Source: an optimization exercise on an open RTL-to-GDS flow (aim: small area, a short achievable clock period and few clock cycles). Production flows keep margins and buffers that such runs may drop. The RTL was checked by simulation tests, not by an equivalence proof against the original design.

== before ==
==> flow/design.v (excerpt) <==
module vm_core (
    input  wire         clk,
    input  wire         rst,
    input  wire [159:0] image,
    output reg  [1:0]   run_state,
    output reg  [1:0]   fault_kind,
    output reg  [15:0]  fault_addr,
    output reg  [7:0]   fault_opcode,
    output reg  [2:0]   fault_op,
    output wire [15:0]  ip,
    output wire [15:0]  r1,
    output wire [15:0]  r2,
    output wire [159:0] mem
);
    localparam [1:0] S_RUNNING   = 2'd0;
    localparam [1:0] S_HALTED    = 2'd1;
    localparam [1:0] S_EXHAUSTED = 2'd2;
    localparam [1:0] S_FAULTED   = 2'd3;
    localparam [1:0] K_NONE    = 2'd0;
    localparam [1:0] K_ILLEGAL = 2'd1;
    localparam [1:0] K_OOB     = 2'd2;
    localparam [2:0] OP_NONE    = 3'd0;
    localparam [2:0] OP_FETCH   = 3'd1;
    localparam [2:0] OP_OPERAND = 3'd2;
    localparam [2:0] OP_READ16  = 3'd3;
    localparam [2:0] OP_WRITE16 = 3'd4;
    localparam [2:0] OP_JUMP    = 3'd5;
    localparam [7:0] OPC_LOAD  = 8'h01;
    localparam [7:0] OPC_STORE = 8'h02;
    localparam [7:0] OPC_ADD   = 8'h03;
    localparam [7:0] OPC_SUB   = 8'h04;
    localparam [7:0] OPC_JMP   = 8'h05;
    localparam [7:0] OPC_JE    = 8'h06;
    localparam [7:0] OPC_ADDI  = 8'h07;
    localparam [7:0] OPC_HALT  = 8'hFF;
    reg [159:0] m;       
  ...
export LEC_CHECK = 0
export ABC_AREA = 1
export CAP_MARGIN = 20
export CORE_MARGIN = 2
export CORE_UTILIZATION = 45
export SETUP_SLACK_MARGIN = 3.75
export SLEW_MARGIN = 20
export BUFFER_PORTS_ARGS = -buffer_cell sky130_fd_sc_hd__buf_1
create_clock -name core_clock -period 10.0 [get_ports {clk}]
standard.sh (not shown) runs the stock make flow with config.mk's settings and CLKGATE_MAP_FILE= SYNTH_SCRIPT=/design/flow/synth_recipe.tcl, a recipe that flattens the netlist after the stock synthesis.
==> flow/flow/run.sh <==
#!/bin/bash
# The standard layout (standard.sh) with two changes to config.mk:
#  - the ports get plain buffers (buf_1) instead of delay cells;
#  - Yosys maps adders as plain logic for ABC instead of full-adder cells.
# Each tool's output goes to the ORFS logs under orfs/logs/; the make
# output goes to standard.log here.
set -euo pipefail
cp config.mk config_my.log
cat >> config.mk <<'CFG'
export BUFFER_PORTS_ARGS = -buffer_cell sky130_fd_sc_hd__buf_1
export ADDER_MAP_FILE =
CFG
bash standard.sh > standard.log 2>&1
before: all stages done; final checks FAILED (capacitance limit, slew limit).
Testbench counts of before, summed over its fixed seeds: cycles 19,625.
#### Input delta (after over before)
# before
export LEC_CHECK = 0
export ABC_AREA = 1
export CAP_MARGIN = 20
export CORE_MARGIN = 2
export CORE_UTILIZATION = 45
export SETUP_SLACK_MARGIN = 3.75
export SLEW_MARGIN = 20
export BUFFER_PORTS_ARGS = -buffer_cell sky130_fd_sc_hd__buf_1
create_clock -name core_clock -period 10.0 [get_ports {clk}]
# after
export LEC_CHECK = 0
export ABC_AREA = 1
export CAP_MARGIN = 30
export CORE_MARGIN = 2
export CORE_UTILIZATION = 45
export SETUP_SLACK_MARGIN = 3.5
export SLEW_MARGIN = 30
export BUFFER_PORTS_ARGS = -buffer_cell sky130_fd_sc_hd__buf_1
create_clock -name core_clock -period 10.0 [get_ports {clk}]
- after went all the way through the flow, and no timing, DRC or antenna check failed.
- Looking at after and before, the area used by sequential logic in the layout is a wash.
- after ends up with lower wire length of the first global-routing pass than before does.
- Of after and before, before shows the lower worst-case hold slack, with after above it.
- after and before ended up with nearly the same relative area of clock buffers and inverters in the final design.


== red ==
The RTL this note starts from:
==> flow/design.v <==
module vm_core (
    input  wire         clk,
    input  wire         rst,
    input  wire [159:0] image,
    output reg  [1:0]   run_state,
    output reg  [1:0]   fault_kind,
    output reg  [15:0]  fault_addr,
    output reg  [7:0]   fault_opcode,
    output reg  [2:0]   fault_op,
    output wire [15:0]  ip,
    output wire [15:0]  r1,
    output wire [15:0]  r2,
    output wire [159:0] mem
);
    localparam [1:0] S_RUNNING   = 2'd0;
    localparam [1:0] S_HALTED    = 2'd1;
    localparam [1:0] S_EXHAUSTED = 2'd2;
    localparam [1:0] S_FAULTED   = 2'd3;
    localparam [1:0] K_NONE    = 2'd0;
    localparam [1:0] K_ILLEGAL = 2'd1;
    localparam [1:0] K_OOB     = 2'd2;
    localparam [2:0] OP_NONE    = 3'd0;
    localparam [2:0] OP_FETCH   = 3'd1;
    localparam [2:0] OP_OPERAND = 3'd2;
    localparam [2:0] OP_READ16  = 3'd3;
    localparam [2:0] OP_WRITE16 = 3'd4;
    localparam [2:0] OP_JUMP    = 3'd5;
    localparam [7:0] OPC_LOAD  = 8'h01;
    localparam [7:0] OPC_STORE = 8'h02;
    localparam [7:0] OPC_ADD   = 8'h03;
    localparam [7:0] OPC_SUB   = 8'h04;
    localparam [7:0] OPC_JMP   = 8'h05;
    localparam [7:0] OPC_JE    = 8'h06;
    localparam [7:0] OPC_ADDI  = 8'h07;
    localparam [7:0] OPC_HALT  = 8'hFF;
    reg [159:0] m;       
    reg [15:0]  x0;      
    reg [15:0]  x1;      
    reg [15:0]  x2;      
    reg         pend3;   
    reg         pend4;   
    assign ip  = x0;
    assign r1  = x1;
    assign r2  = x2;
    assign mem = m;
    wire pend = pend3 | pend4;
    wire [7:0] mb [0:19];
    genvar gi;
    generate
        for (gi = 0; gi < 20; gi = gi + 1) begin : g_mb
            assign mb[gi] = m[8*gi +: 8];
        end
    endgenerate
    wire [4:0] p0 = x0[4:0];
    wire [7:0] s16 [0:22];
    wire [7:0] s8  [0:14];
    wire [7:0] s4  [0:10];
    wire [7:0] s2  [0:8];
    wire [7:0] w0  [0:7];
    generate
        for (gi = 0; gi < 23; gi = gi + 1) begin : g_s16
            if (gi + 16 < 20)  assign s16[gi] = p0[4] ? mb[gi + 16] : mb[gi];
            else if (gi < 20)  assign s16[gi] = mb[gi];
            else               assign s16[gi] = mb[gi - 20];
        end
        for (gi = 0; gi < 15; gi = gi + 1) begin : g_s8
            assign s8[gi] = p0[3] ? s16[gi + 8] : s16[gi];
        end
        for (gi = 0; gi < 11; gi = gi + 1) begin : g_s4
            assign s4[gi] = p0[2] ? s8[gi + 4] : s8[gi];
        end
        for (gi = 0; gi < 9; gi = gi + 1) begin : g_s2
            assign s2[gi] = p0[1] ? s4[gi + 2] : s4[gi];
        end
        for (gi = 0; gi < 8; gi = gi + 1) begin : g_s1
            assign w0[gi] = p0[0] ? s2[gi + 1] : s2[gi];
        end
    endgenerate
    wire in0  = (x0[15:5] == 11'd0) && (p0 <= 5'd19);
    wire eq   = (x1 == x2);
    wire lead = !pend && in0 && (w0[0] == OPC_JE) && !eq && (p0 <= 5'd17);
    wire [7:0] opc = lead ? w0[2] : w0[0];
    wire [7:0] b1  = lead ? w0[3] : w0[1];
    wire [7:0] b2  = lead ? w0[4] : w0[2];
    wire [7:0] b3  = lead ? w0[5] : w0[3];
    wire [4:0] px  = lead ? p0 + 5'd2 : p0;
    wire       inx = lead | in0;
    wire is_load  = (opc == OPC_LOAD);
    wire is_store = (opc == OPC_STORE);
    wire is_add   = (opc == OPC_ADD);
    wire is_sub   = (opc == OPC_SUB);
    wire is_jmp   = (opc == OPC_JMP);
    wire is_je    = (opc == OPC_JE);
    wire is_addi  = (opc == OPC_ADDI);
    wire is_halt  = (opc == OPC_HALT);
    wire legal    = is_load | is_store | is_add | is_sub | is_jmp | is_je | is_addi;
    wire len3        = is_load | is_store | is_add | is_sub;
    wire operand_oob = (is_addi && px > 5'd16) || (len3 && px > 5'd17) ||
                       ((is_jmp || is_je) && px > 5'd18);
    wire b1_bad  = (b1 > 8'd2);
    wire b2_bad  = (b2 > 8'd2);
    wire bad_reg = ((is_load | is_store | is_addi) && b1_bad) ||
                   ((is_add | is_sub) && (b1_bad || b2_bad));
    wire addr_bad = (b2 > 8'd18);
    wire tgt_bad  = (b1 > 8'd19);
    wire taken    = is_jmp | (is_je & eq);
    reg [1:0]  st;
    reg [1:0]  f_kind;
    reg [15:0] f_addr;
    reg [7:0]  f_opc;
    reg [2:0]  f_op;
    always @* begin
        st     = S_RUNNING;
        f_kind = K_NONE;
        f_addr = 16'd0;
        f_opc  = 8'h00;
        f_op   = OP_NONE;
        if (!inx) begin
            if (!x0[15]) begin
                st = S_EXHAUSTED;
            end else begin
                st     = S_FAULTED;
                f_kind = K_OOB;
                f_addr = x0;
                f_op   = OP_FETCH;
            end
        end else if (is_halt) begin
            st = S_HALTED;
        end else if (!legal) begin
            st     = S_FAULTED;
            f_kind = K_ILLEGAL;
            f_addr = {11'd0, px};
            f_opc  = opc;
        end else if (operand_oob) begin
            st     = S_FAULTED;
            f_kind = K_OOB;
            f_addr = 16'd20;
            f_opc  = opc;
            f_op   = OP_OPERAND;
        end else if (bad_reg) begin
            st     = S_FAULTED;
            f_kind = K_ILLEGAL;
            f_addr = {11'd0, px};
            f_opc  = opc;
        end else if ((is_load | is_store) && addr_bad) begin
            st     = S_FAULTED;
            f_kind = K_OOB;
            f_addr = {8'h00, b2};
            f_opc  = opc;
            f_op   = is_load ? OP_READ16 : OP_WRITE16;
        end else if (taken && tgt_bad) begin
            st     = S_FAULTED;
            f_kind = K_OOB;
            f_addr = {8'h00, b1};
            f_opc  = opc;
            f_op   = OP_JUMP;
        end
    end
    always @* begin
        if (pend || lead) begin
            run_state    = S_RUNNING;
            fault_kind   = K_NONE;
            fault_addr   = 16'd0;
            fault_opcode = 8'h00;
            fault_op     = OP_NONE;
        end else begin
            run_state    = st;
            fault_kind   = f_kind;
            fault_addr   = f_addr;
            fault_opcode = f_opc;
            fault_op     = f_op;
        end
    end
    wire exec = !pend && (st == S_RUNNING);
    reg [15:0] src_a;    
    reg [15:0] src_b;    
    always @* begin
        case (b1[1:0])
            2'd0:    src_a = {11'd0, px};
            2'd1:    src_a = x1;
            default: src_a = x2;
        endcase
        case (b2[1:0])
            2'd0:    src_b = {11'd0, px};
            2'd1:    src_b = x1;
            default: src_b = x2;
        endcase
    end
    wire [4:0] pl = b2[4:0];
    wire [7:0] l16 [0:20];
    wire [7:0] l8  [0:8];
    wire [7:0] l4  [0:4];
    wire [7:0] l2  [0:2];
    wire [7:0] lw  [0:1];
    generate
        for (gi = 0; gi < 17; gi = gi + 1) begin : g_l16
            if (gi + 16 < 20) assign l16[gi] = pl[4] ? mb[gi + 16] : mb[gi];
            else              assign l16[gi] = mb[gi];
        end
        for (gi = 0; gi < 9; gi = gi + 1) begin : g_l8
            assign l8[gi] = pl[3] ? l16[gi + 8] : l16[gi];
        end
        for (gi = 0; gi < 5; gi = gi + 1) begin : g_l4
            assign l4[gi] = pl[2] ? l8[gi + 4] : l8[gi];
        end
        for (gi = 0; gi < 3; gi = gi + 1) begin : g_l2
            assign l2[gi] = pl[1] ? l4[gi + 2] : l4[gi];
        end
        for (gi = 0; gi < 2; gi = gi + 1) begin : g_l1
            assign lw[gi] = pl[0] ? l2[gi + 1] : l2[gi];
        end
    endgenerate
    wire [15:0] ld_word = {lw[1], lw[0]};
    wire [15:0] imm   = {b3, b2};
    wire [15:0] opb   = is_addi ? imm : (is_sub ? ~src_b : src_b);
    wire [15:0] alu   = src_a + opb + {15'd0, is_sub};
    wire wr_ip  = (is_load | is_addi) && (b1[1:0] == 2'd0);
    wire [15:0] wval = is_load ? ld_word : alu;
    wire [4:0] pn     = px + (is_addi ? 5'd4 : 5'd3);
    wire       t_ok   = (is_load | is_add | is_sub | is_addi) && !wr_ip;
    wire [7:0] t_opc  = lead ? (is_addi ? w0[6] : w0[5]) : (is_addi ? w0[4] : w0[3]);
    wire [7:0] t_b1   = lead ? (is_addi ? w0[7] : w0[6]) : (is_addi ? w0[5] : w0[4]);
    wire       trail  = t_ok && (pn <= 5'd18) && (t_opc == OPC_JMP) && (t_b1 <= 8'd19);
    reg [4:0] ip_next;
    always @* begin
        if (taken)             ip_next = b1[4:0];
        else if (is_je)        ip_next = px + 5'd2;
        else if (trail)        ip_next = t_b1[4:0];
        else                   ip_next = pn;
    end
    integer i;
    always @(posedge clk) begin
        if (rst) begin
            m     <= image;
            x0    <= 16'd0;
            x1    <= 16'd0;
            x2    <= 16'd0;
            pend3 <= 1'b0;
            pend4 <= 1'b0;
        end else if (pend) begin
            x0    <= x0 + (pend3 ? 16'd3 : 16'd4);
            pend3 <= 1'b0;
            pend4 <= 1'b0;
        end else if (exec) begin
            if (wr_ip) begin
                x0    <= wval;
                pend3 <= is_load;
                pend4 <= is_addi;
            end else begin
                x0    <= {11'd0, ip_next};
            end
            if (((is_load | is_addi) && b1[1:0] == 2'd1) || is_add || is_sub) x1 <= wval;
            if ((is_load | is_addi) && b1[1:0] == 2'd2) x2 <= wval;
            if (is_store) begin
                for (i = 0; i < 20; i = i + 1) begin
                    if (b2[4:0] == i)        m[8*i +: 8] <= (b2[0] == i[0]) ? src_a[7:0] : src_a[15:8];
                    if (b2[4:0] + 5'd1 == i) m[8*i +: 8] <= (b2[0] == i[0]) ? src_a[7:0] : src_a[15:8];
                end
            end
        end else if (lead) begin
            x0 <= {11'd0, px};
        end
    end
endmodule
make LEC_CHECK=0 ABC_AREA=1 CAP_MARGIN=20 CORE_MARGIN=2 CORE_UTILIZATION=50 SETUP_SLACK_MARGIN=2 SLEW_MARGIN=20 finish   # period 10.0 ns
run.sh (not shown) runs the stock make flow with config.mk's settings and CLKGATE_MAP_FILE= SYNTH_SCRIPT=/design/flow/synth_recipe.tcl, a recipe that flattens the netlist after the stock synthesis.
Stock flow here: none of the scripts above is used.
red completed end to end with timing, DRC and antenna clean.
Testbench counts of red, summed over its fixed seeds: cycles 42,873.
Here is what was changed in the inputs of blue compared with red.
Settings: swapping 50 for 30 in CORE_UTILIZATION; clearing SETUP_SLACK_MARGIN, which used to be 2.
Notes after the runs:
- Compared with red, blue shows a higher final-layout clock buffer total.
- Looking at worst-path cell with the longest stage delay, the sky130_fd_sc_hd__dfxtp_2 result is from blue; the sky130_fd_sc_hd__clkdlybuf4s50_1 one comes from red.
- Compared with red, in blue routed metal-1 wirelength increased 18%, die width increased 29%, post-route cell area increased 0.95%.
- red → blue: worst setup slack went down 0.98 ns; fmax down 14 MHz.
Changes in green relative to blue:
Settings: a change of CORE_UTILIZATION from 30 to 50; an added SETUP_SLACK_MARGIN of 2; a change of ABC_AREA from 1 to 0.
Findings:
- green finished all stages; the layout is clean.
- Clock-pin transition on the worst setup and hold timing paths essentially unchanged between green and blue.
- NOTE: post-synthesis xor/xnor area fraction in green exceeds that of blue
- In the tables for blue and green, hold slack reads higher with green.

separate check: timing with driven ports:
No port has a modelled driver above. Below, the same layouts with a new extraction and two added sets of constraints. Step 1, drivers: a clkbuf_16 drives clk and a buf_2 each remaining input, both assumed. Step 2 moves the port delays by t, midway between the first and last clock arrival at a register: inputs arrive t later, outputs are due t later. That takes back most of the time a late clock gives input paths. Slacks: ideal ports / drivers / drivers and shift; pairs: ideal ports / drivers.
| run | t (ns) | slack for setup (ns) | latest minus earliest clock arrival (ns) |
|---|---|---|---|
| before | 0.654 | 3.661 / 3.627 / 3.661 | 0.034 / 0.034 |
| after | 0.653 | 3.500 / 3.430 / 3.531 | 0.023 / 0.023 |
| red | 0.601 | 2.139 / 2.086 / 2.559 | 0.020 / 0.020 |
| blue | 0.619 | 1.158 / 1.095 / 1.644 | 0.010 / 0.010 |
| green | 0.617 | 2.074 / 2.014 / 2.391 | 0.024 / 0.024 |
